Source: an optimization exercise on an open RTL-to-GDS flow (aim: small area, a short achievable clock period and few clock cycles). Production flows keep margins and buffers that such runs may drop. Only simulation tests tie the RTL to the original design; equivalence was not proved.

`design.v`:
```
module godmr_core (
    input  wire        clk,
    input  wire        rst,           
    input  wire        req_valid,
    input  wire        req_write,
    input  wire [1:0]  req_size,      
    input  wire [11:0] req_addr,
    input  wire [31:0] req_wdata,
    output reg         resp_valid,
    output reg         resp_err,
    output reg  [31:0] resp_rdata,
    output wire [15:0] qr_code,       
    input  wire        qr_ok          
);
    localparam [3:0] ERR_OK       = 4'd0;
    localparam [3:0] ERR_LENGTH   = 4'd1;
    localparam [3:0] ERR_CHECKSUM = 4'd2;
    localparam [3:0] ERR_RESERVED = 4'd3;
    localparam [3:0] ERR_ILLEGAL  = 4'd4;
    localparam [7:0] OP_CRC9_INIT    = 8'h01;
    localparam [7:0] OP_CRC9_UPDATE  = 8'h02;
    localparam [7:0] OP_CRC9_FINAL   = 8'h03;
    localparam [7:0] OP_CRC16_INIT   = 8'h11;
    localparam [7:0] OP_CRC16_UPDATE = 8'h12;
    localparam [7:0] OP_CRC16_FINAL  = 8'h13;
    localparam [7:0] OP_CRC32_INIT   = 8'h21;
    localparam [7:0] OP_CRC32_UPDATE = 8'h22;
    localparam [7:0] OP_CRC32_FINAL  = 8'h23;
    localparam [7:0] OP_EMB_EXTRACT  = 8'h31;
    localparam [7:0] OP_EMB_PARSE    = 8'h32;
    localparam [7:0] OP_FRAME_ENCODE = 8'h41;
    localparam [7:0] OP_FRAME_DECODE = 8'h42;
    localparam [1:0] ENG_CRC9  = 2'd0;
    localparam [1:0] ENG_CRC16 = 2'd1;
    localparam [1:0] ENG_CRC32 = 2'd2;
    reg [3:0]   status_err;
    reg [8:0]   crc9;
    reg [15:0]  crc16;
    reg [31:0]  crc32;
    reg [15:0]  sync_hi;
    reg [31:0]  sync_lo;
    reg [15:0]  emb_code;
    reg [7:0]   emb_len;
    reg [3:0]   emb_cc;
    reg [1:0]   emb_lcss;
    reg         emb_valid;
    reg [31:0]  f_sig;
    reg [7:0]   f_seq;
    reg [23:0]  f_src;
    reg [23:0]  f_dst;
    reg [31:0]  f_rpt;
    reg [7:0]   f_flags;
    reg [31:0]  f_stream;
    reg [15:0]  wlen;
    reg [263:0] pbuf;    
    reg [423:0] wbuf;    
    assign qr_code = emb_code;
    wire [423:0] frame_fields = {f_sig, f_seq, f_src, f_dst, f_rpt, f_flags,
                                 f_stream, pbuf};
    wire [1:0]  view_slot = {1'b0, f_flags[0]} + 2'd1;
    wire [31:0] f_view = {16'd0, f_flags[7:4], 2'b00, f_flags[3:2], 3'b000,
                          f_flags[1], 2'b00, view_slot};
    reg        busy;       
    reg [1:0]  eng;        
    reg [7:0]  shift_cnt;  
    reg [7:0]  shift_dat;  
    wire in_bit = shift_dat[7];
    wire [8:0]  crc9_next  = {crc9[7:0], in_bit}   ^ (crc9[8]   ? 9'h059        : 9'h000);
    wire [15:0] crc16_next = {crc16[14:0], in_bit} ^ (crc16[15] ? 16'h1021      : 16'h0000);
    wire [31:0] crc32_next = {crc32[30:0], in_bit} ^ (crc32[31] ? 32'h04C11DB7  : 32'h00000000);
    wire [9:0] word = req_addr[11:2];
    reg mapped, ro, wo;
    always @* begin
        mapped = 1'b1;
        ro     = 1'b0;
        wo     = 1'b0;
        casez (req_addr)
            12'h000:                          wo = 1'b1;        
            12'h004, 12'h010, 12'h014, 12'h018,
            12'h02C, 12'h05C:                 ro = 1'b1;        
            12'h020, 12'h024, 12'h028,
            12'h040, 12'h044, 12'h048, 12'h04C,
            12'h050, 12'h054, 12'h058, 12'h060: ;               
            default: begin
                if (req_addr >= 12'h080 && req_addr <= 12'h0A0)      ;  
                else if (req_addr >= 12'h100 && req_addr <= 12'h134) ;  
                else mapped = 1'b0;
            end
        endcase
    end
    wire bus_error = (req_size != 2'd2) || (req_addr[1:0] != 2'b00) || !mapped ||
                     (req_write && ro) || (!req_write && wo);
    wire [7:0] opc  = req_wdata[31:24];
    wire [7:0] dat  = req_wdata[23:16];
    wire [7:0] cnt  = req_wdata[15:8];
    wire [7:0] rsvd = req_wdata[7:0];
    reg legal;
    always @* begin
        legal = 1'b0;
        if (rsvd == 8'd0) begin
            case (opc)
                OP_CRC9_INIT, OP_CRC16_INIT, OP_CRC16_FINAL, OP_CRC32_INIT,
                OP_CRC32_FINAL, OP_EMB_EXTRACT, OP_EMB_PARSE,
                OP_FRAME_ENCODE, OP_FRAME_DECODE:
                    legal = (dat == 8'd0) && (cnt == 8'd0);
                OP_CRC9_UPDATE:
                    legal = (cnt >= 8'd1) && (cnt <= 8'd8);
                OP_CRC9_FINAL:
                    legal = (dat == 8'd0);
                OP_CRC16_UPDATE, OP_CRC32_UPDATE:
                    legal = (cnt == 8'd0);
                default:
                    legal = 1'b0;
            endcase
        end
    end
    reg [31:0] rdata;
    always @* begin
        rdata = 32'd0;
        if (req_addr >= 12'h080 && req_addr <= 12'h0A0) begin
            case (word - 10'h020)
                10'd0: rdata = pbuf[263:232];
                10'd1: rdata = pbuf[231:200];
                10'd2: rdata = pbuf[199:168];
                10'd3: rdata = pbuf[167:136];
                10'd4: rdata = pbuf[135:104];
                10'd5: rdata = pbuf[103:72];
                10'd6: rdata = pbuf[71:40];
                10'd7: rdata = pbuf[39:8];
                default: rdata = {pbuf[7:0], 24'd0};
            endcase
        end else if (req_addr >= 12'h100 && req_addr <= 12'h134) begin
            case (word - 10'h040)
                10'd0:  rdata = wbuf[423:392];
                10'd1:  rdata = wbuf[391:360];
                10'd2:  rdata = wbuf[359:328];
                10'd3:  rdata = wbuf[327:296];
                10'd4:  rdata = wbuf[295:264];
                10'd5:  rdata = wbuf[263:232];
                10'd6:  rdata = wbuf[231:200];
                10'd7:  rdata = wbuf[199:168];
                10'd8:  rdata = wbuf[167:136];
                10'd9:  rdata = wbuf[135:104];
                10'd10: rdata = wbuf[103:72];
                10'd11: rdata = wbuf[71:40];
                10'd12: rdata = wbuf[39:8];
                default: rdata = {wbuf[7:0], 24'd0};
            endcase
        end else begin
            case (req_addr)
                12'h004: rdata = {28'd0, status_err};
                12'h010: rdata = {23'd0, crc9};
                12'h014: rdata = {16'd0, crc16};
                12'h018: rdata = crc32;
                12'h020: rdata = {16'd0, sync_hi};
                12'h024: rdata = sync_lo;
                12'h028: rdata = {emb_len, 8'd0, emb_code};
                12'h02C: rdata = {23'd0, emb_valid, 2'b00, emb_lcss, emb_cc};
                12'h040: rdata = f_sig;
                12'h044: rdata = {24'd0, f_seq};
                12'h048: rdata = {8'd0, f_src};
                12'h04C: rdata = {8'd0, f_dst};
                12'h050: rdata = f_rpt;
                12'h054: rdata = {24'd0, f_flags};
                12'h058: rdata = f_stream;
                12'h05C: rdata = f_view;
                12'h060: rdata = {16'd0, wlen};
                default: rdata = 32'd0;
            endcase
        end
    end
    integer j;
    always @(posedge clk) begin
        if (rst) begin
            resp_valid <= 1'b0;
            resp_err   <= 1'b0;
            resp_rdata <= 32'd0;
            busy       <= 1'b0;
            eng        <= ENG_CRC9;
            shift_cnt  <= 8'd0;
            shift_dat  <= 8'd0;
            status_err <= ERR_OK;
            crc9       <= 9'd0;
            crc16      <= 16'd0;
            crc32      <= 32'd0;
            sync_hi    <= 16'd0;
            sync_lo    <= 32'd0;
            emb_code   <= 16'd0;
            emb_len    <= 8'd0;
            emb_cc     <= 4'd0;
            emb_lcss   <= 2'd0;
            emb_valid  <= 1'b0;
            f_sig      <= 32'd0;
            f_seq      <= 8'd0;
            f_src      <= 24'd0;
            f_dst      <= 24'd0;
            f_rpt      <= 32'd0;
            f_flags    <= 8'd0;
            f_stream   <= 32'd0;
            wlen       <= 16'd0;
            pbuf       <= 264'd0;
            wbuf       <= 424'd0;
        end else begin
            resp_valid <= 1'b0;
            if (busy) begin
                case (eng)
                    ENG_CRC9:  crc9  <= crc9_next;
                    ENG_CRC16: crc16 <= crc16_next;
                    default:   crc32 <= crc32_next;
                endcase
                shift_dat <= {shift_dat[6:0], 1'b0};
                shift_cnt <= shift_cnt - 8'd1;
                if (shift_cnt == 8'd1) begin
                    busy       <= 1'b0;
                    resp_valid <= 1'b1;
                    resp_err   <= 1'b0;
                end
            end else if (req_valid) begin
                resp_rdata <= rdata;
                resp_err   <= bus_error;
                resp_valid <= 1'b1;
                if (!bus_error && req_write) begin
                    case (req_addr)
                        12'h000: begin
                            if (!legal) begin
                                status_err <= ERR_ILLEGAL;
                            end else begin
                                status_err <= ERR_OK;
                                case (opc)
                                    OP_CRC9_INIT:  crc9  <= 9'd0;
                                    OP_CRC16_INIT: crc16 <= 16'd0;
                                    OP_CRC32_INIT: crc32 <= 32'd0;
                                    OP_CRC9_UPDATE, OP_CRC9_FINAL,
                                    OP_CRC16_UPDATE, OP_CRC16_FINAL,
                                    OP_CRC32_UPDATE, OP_CRC32_FINAL: begin
                                        eng <= (opc[5:4] == 2'd0) ? ENG_CRC9 :
                                               (opc[5:4] == 2'd1) ? ENG_CRC16 : ENG_CRC32;
                                        shift_dat <= dat;
                                        case (opc)
                                            OP_CRC9_UPDATE, OP_CRC9_FINAL:
                                                shift_cnt <= cnt;
                                            OP_CRC16_UPDATE, OP_CRC32_UPDATE:
                                                shift_cnt <= 8'd8;
                                            OP_CRC16_FINAL:
                                                shift_cnt <= 8'd16;
                                            default:
                                                shift_cnt <= 8'd32;
                                        endcase
                                        if (!(opc == OP_CRC9_FINAL && cnt == 8'd0)) begin
                                            busy       <= 1'b1;
                                            resp_valid <= 1'b0;
                                        end
                                    end
                                    OP_EMB_EXTRACT: begin
                                        emb_code <= {sync_hi[15:8], sync_lo[7:0]};
                                        emb_len  <= 8'd16;
                                    end
                                    OP_EMB_PARSE: begin
                                        if (emb_len != 8'd16) begin
                                            status_err <= ERR_LENGTH;
                                            {emb_valid, emb_lcss, emb_cc} <= 7'd0;
                                        end else if (!qr_ok) begin
                                            status_err <= ERR_CHECKSUM;
                                            {emb_valid, emb_lcss, emb_cc} <= 7'd0;
                                        end else if (emb_code[11]) begin
                                            status_err <= ERR_RESERVED;
                                            {emb_valid, emb_lcss, emb_cc} <= 7'd0;
                                        end else begin
                                            emb_cc    <= emb_code[15:12];
                                            emb_lcss  <= emb_code[10:9];
                                            emb_valid <= 1'b1;
                                        end
                                    end
                                    OP_FRAME_ENCODE: begin
                                        wbuf <= frame_fields;
                                        wlen <= 16'd53;
                                    end
                                    OP_FRAME_DECODE: begin
                                        if (wlen != 16'd53)
                                            status_err <= ERR_LENGTH;
                                        else
                                            {f_sig, f_seq, f_src, f_dst, f_rpt, f_flags,
                                             f_stream, pbuf} <= wbuf;
                                    end
                                    default: ;
                                endcase
                            end
                        end
                        12'h020: sync_hi  <= req_wdata[15:0];
                        12'h024: sync_lo  <= req_wdata;
                        12'h028: begin
                            emb_len  <= req_wdata[31:24];
                            emb_code <= req_wdata[15:0];
                        end
                        12'h040: f_sig    <= req_wdata;
                        12'h044: f_seq    <= req_wdata[7:0];
                        12'h048: f_src    <= req_wdata[23:0];
                        12'h04C: f_dst    <= req_wdata[23:0];
                        12'h050: f_rpt    <= req_wdata;
                        12'h054: f_flags  <= req_wdata[7:0];
                        12'h058: f_stream <= req_wdata;
                        12'h060: wlen     <= req_wdata[15:0];
                        default: begin
                            for (j = 0; j < 8; j = j + 1)
                                if (req_addr == 12'h080 + 4 * j)
                                    pbuf[263 - 32 * j -: 32] <= req_wdata;
                            if (req_addr == 12'h0A0)
                                pbuf[7:0] <= req_wdata[31:24];
                            for (j = 0; j < 13; j = j + 1)
                                if (req_addr == 12'h100 + 4 * j)
                                    wbuf[423 - 32 * j -: 32] <= req_wdata;
                            if (req_addr == 12'h134)
                                wbuf[7:0] <= req_wdata[31:24];
                        end
                    endcase
                end
            end
        end
    end
endmodule
```
`run.sh`:
```
#!/bin/bash
# synth_recipe.tcl (not shown) runs the flow's synth.tcl, then flattens the netlist and writes it again
# the make line also repeats each setting of config.mk as NAME=value (left out here)
make -C /OpenROAD-flow-scripts/flow DESIGN_CONFIG=/design/flow/config.mk WORK_HOME=/design/flow/orfs CLKGATE_MAP_FILE= SYNTH_SCRIPT=/design/flow/synth_recipe.tcl finish
```
`config.mk`:
```
export PLATFORM = sky130hd
export DESIGN_NAME = godmr_core
export DESIGN_NICKNAME = godmr_core
export VERILOG_FILES = /design/flow/design.v
export SDC_FILE = /design/flow/constraint.sdc
export NUM_CORES = 4
export LEC_CHECK = 0
export CAP_MARGIN = 20
export CORE_MARGIN = 2
export CORE_UTILIZATION = 40
export PLACE_DENSITY = 0.6
export SLEW_MARGIN = 20
```
`constraint.sdc`:
```
create_clock -name core_clock -period 5.0 [get_ports {clk}]
set_input_delay 1.0000 -clock core_clock [delete_from_list [all_inputs] [get_ports {clk}]]
set_output_delay 1.0000 -clock core_clock [all_outputs]
set_load 0.01 [all_outputs]
```
==> notes.md <==
[registers in the layout (all words and copies together) (netlist names), 9 cells and up]
name and cells:
f_dst 24, pbuf 264, crc9 9, sync_lo 32, f_src 24, wbuf 424
f_stream 32, sync_hi 16, crc32 32, emb_code 16, wlen 16, resp_rdata 32
f_sig 32, f_rpt 32, crc16 16
[metrics by stage]
step,hold WS (ps),instances,setup slack (ps),utilization
4_1_cts,454,7530,971,0.471
2_1_floorplan,432,5900,963,-
3_5_place_dp,446,7317,186,0.439
5_1_grt,471,7533,758,0.471
3_3_place_gp,440,7317,196,0.439
6_report,458,7546,552,0.472
[power by group through the flow]
stage	registers, mW	clock network, mW	logic [mW]
after floorplan	8.61	0	0.485
after detailed placement	8.61	0	0.909
final	8.42	8.98	0.967
after CTS	8.42	8.96	0.915
after global routing	8.42	9.31	0.985
after global placement	8.61	0	0.906
[cells by family (layout without fill, tap and decap cells)]
group,count (synthesis),after routing,synth area share
fa+ha+maj,5,5,0.00127
xor+xnor,24,24,0.00428
simple gates,1432,1432,0.130
mux,72,72,0.0152
flops,1056,1056,0.430
other cells,0,16,0
compound gates,2625,2625,0.362
buf+inv,686,691,0.0562
[layer usage]
layer | vias to the layer above | wire, um
li1 | 22200 | -
met1 | 25700 | 101000
met2 | 4332 | 105000
met3 | 1127 | 40900
met4 | 28 | 19800
met5 | - | 242
[placed cells by master, fill, tap and decap left out, types with 28 or more instances in the layout]
cell             Yosys  final
a211oi_1           780    779
a21oi_1            851    849
a221oi_1            76     76
a222oi_1            44     44
a22o_1             136    136
a22oi_1            273    273
and2_1              35     34
buf_12               0     75
buf_4                7    274
clkbuf_16            0    118
clkbuf_8             0     31
clkdlybuf4s50_1      0     97
dfxtp_1           1056   1056
inv_1               29     28
mux2i_1             60     60
nand2_1            236    232
nand3_1             44     43
nand4_1             46     46
nor2_1             868    864
nor3_1              59     35
o21ai_0            105    105
o22ai_1            186    186
[worst min-delay path, cell delays in order, from the launching register on]
cell and delay [ps]:
dfxtp_1 310, nand2_1 50, a21oi_1 50
[final cells by class]
type                            count  area share
Antenna cell                       16    0.000697
Clock buffer                      174      0.0604
Clock inverter                     39     0.00734
Inverter                           29     0.00189
Multi-Input combinational cell   4158       0.447
Sequential cell                  1056       0.368
Tap cell                         1625      0.0354
Timing Repair Buffer              449      0.0792
[synth_stat cells (9+ instances only)]
| cell type | instances |
|---|---|
| nor4_4 | 10 |
| nand3_1 | 44 |
| mux2_2 | 11 |
| a2111oi_0 | 10 |
| dfxtp_1 | 1056 |
| and2_1 | 35 |
| a211oi_2 | 16 |
| mux2i_1 | 60 |
| inv_1 | 29 |
| a22oi_1 | 273 |
| a211oi_1 | 780 |
| or3_1 | 11 |
| a211o_1 | 9 |
| nor3_1 | 59 |
| xor2_1 | 22 |
| nor2_1 | 868 |
| o21ai_0 | 105 |
| nand2_1 | 236 |
| a31oi_1 | 22 |
| nor4_1 | 21 |
| a221oi_1 | 76 |
| o211ai_1 | 9 |
| o22ai_1 | 186 |
| a21oi_1 | 851 |
| a22o_1 | 136 |
| clkbuf_1 | 506 |
| buf_2 | 127 |
| buf_1 | 17 |
| and3_1 | 25 |
| nor4b_1 | 9 |
| a222oi_1 | 44 |
| o21a_1 | 10 |
| nand4_1 | 46 |
[final timing paths]
check                                 start            end  slack [ps]
worst min register to register  sync_lo[14]    sync_lo[14]         460
worst min-delay path            sync_lo[14]    sync_lo[14]         460
worst max register to register     wlen[12]       pbuf[81]        1590
worst max-delay path            req_addr[9]  resp_rdata[5]         550
==> impl_metrics.env <==
export IMPL_status="no timing/DRC/antenna violations"
export IMPL_required_ps=5710
export IMPL_gp_congestion=1.08
export IMPL_cellPowerDensity_nw_per_um2=320
export IMPL_grt_setup_unrepaired="no"
export IMPL_register_area_um2=21100
export IMPL_whs_path_depth=2
export IMPL_hold_violations=0
export IMPL_p_switching_mw=4.57
export IMPL_routedWlPerCell_um=35.4
export IMPL_vias=53400
export IMPL_tightest_slew_ps=1290
export IMPL_met2_usage=0.562
export IMPL_grt_max_degree=220
export IMPL_final_fill_count=11700
export IMPL_grt_use_total=0.407
export IMPL_maxSlewHeadroom=0.139
export IMPL_drv_slew=0
export IMPL_synthCells=5900
export IMPL_crit_slowest_cell="or4b_1"
export IMPL_clockRootBuffer="clkbuf_16"
export IMPL_layout_drive_gt1_share=0.115
export IMPL_pwr_share_comb=0.053
export IMPL_period_minus_slack_ps=4450
export IMPL_cp_max_fo=10
export IMPL_grt_pass1_vias=47000
export IMPL_clk_pin_slew_ps=60
export IMPL_ant_nets=0
export IMPL_grt_overflow=0
export IMPL_io_buffers=100
export IMPL_p_sw_frac=0.249
export IMPL_busiest_layer="met2"
export IMPL_drc=0
export IMPL_yosys_cell_types_count=90
export IMPL_fp_row_count=128
export IMPL_area_growth_syn_to_layout_pct=17.0
export IMPL_netlist_area_um2=49100
export IMPL_die_area_um2=126000
export IMPL_endpoint_kind="flop"
export IMPL_cts_buffers=116
export IMPL_finalWirelength_mm=267
export IMPL_setup_violations=0
export IMPL_crit_arrival_ps=5160
export IMPL_p_clk_frac=0.489
export IMPL_crit_buf_inv=4
export IMPL_pin_count=101
export IMPL_drtPass1Iterations=9
export IMPL_grtUsageMet1=0.528
export IMPL_design_core_area_um2=122000
export IMPL_initial_core_util=0.403
export IMPL_crit_cells=10
export IMPL_critPathKind="in2reg"
export IMPL_ctsHtreeMaxLevel=3
export IMPL_viasPerCell=7.07
export IMPL_synthArstFlopShare=0
export IMPL_cap_violations=0
export IMPL_cts_sinks=1056
export IMPL_min_path_type="reg2reg"
export IMPL_syn_num_nets=5956
export IMPL_ys_top_cells_by_area="dfxtp_1, a211oi_1, a21oi_1, nor2_1, a22oi_1"
export IMPL_dpl_hpwl_mm=178
export IMPL_cts_tree="done"
export IMPL_postCtsResizedCells=0
export IMPL_postCtsHoldBufs=0
export IMPL_ir_drop_mv=0.278
export IMPL_max_stage_delay_ps=970
export IMPL_p_leak_nw=18.2
export IMPL_pwr_share_seq=0.459
export IMPL_grt_met3_usage=0.160
export IMPL_final_area_um2=57500
export IMPL_antenna_found_initial=26
export IMPL_syn_avg_cell_area_um2=8.33
export IMPL_multi_input_area_um2=25700
export IMPL_grt_first_pass_wirelength_mm=367
export IMPL_p_int_mw=13.8
export IMPL_cpMostUsedCell="buf_4"
export IMPL_yosys_most_used_dff="dfxtp_1"
export IMPL_yosysSeqAreaShare=0.430
export IMPL_synth_top_area_cell="dfxtp_1"
export IMPL_crit_chain="clkdlybuf4s50_1 -> buf_4 -> or4b_1 -> buf_4 -> nor3_2 -> buf_4 -> a22oi_1 -> nand4_1 -> o31ai_1 -> a21oi_1"
export IMPL_clock_fmax_mhz=225
export IMPL_clock_latency_ps=800
export IMPL_layout_nets=5866
export IMPL_die_y_um=354
export IMPL_power_mw=18.4
export IMPL_critPathLaunchType="primary input"
export IMPL_cpLargestDelayFamily="simple AND/OR/NAND/NOR gates"
export IMPL_synth_seq_cells=1056
export IMPL_finClkSkew_ps=42.1
export IMPL_clockBufferDepth=3
export IMPL_die_w_um=354
export IMPL_placed_cell_area_um2=53500
export IMPL_cts_setup_buffers=0
export IMPL_ys_warn_count=1
export IMPL_synth_edff_count=0
export IMPL_yosysTopAreaCellShare=0.430
export IMPL_rr_worst_depth=9
export IMPL_drtIter0Drc=9674
export IMPL_post_route_period_util=0.890
export IMPL_finalSetupTns_ps=0
Testbench counts, summed over its fixed seeds: cycles 57,912.

[separate check: timing with driven ports]
No port has a modelled driver above. Below, the same layout with a new extraction and two added sets of constraints.
Step 1, drivers: a clkbuf_16 drives clk and a buf_2 each remaining input, both assumed.
Step 2 times the ports against the registers' clock, not the clock port: input delays grow and output delays shrink by t, the midpoint of the rising clock arrivals with the driver on.
a / b / c = no drivers / after step 1 / after step 2; a / b = the first two.
t, ns: 0.849
slack for setup (ns): 0.552 / 0.603 / -0.246
slew at the worst register clock pin (ns): 0.07 / 0.07
Met with ideal ports but missed after step 2: setup timing in this run. For this run, drivers alone change the setup slack by +0.051 ns; drivers and shift together by -0.798 ns.
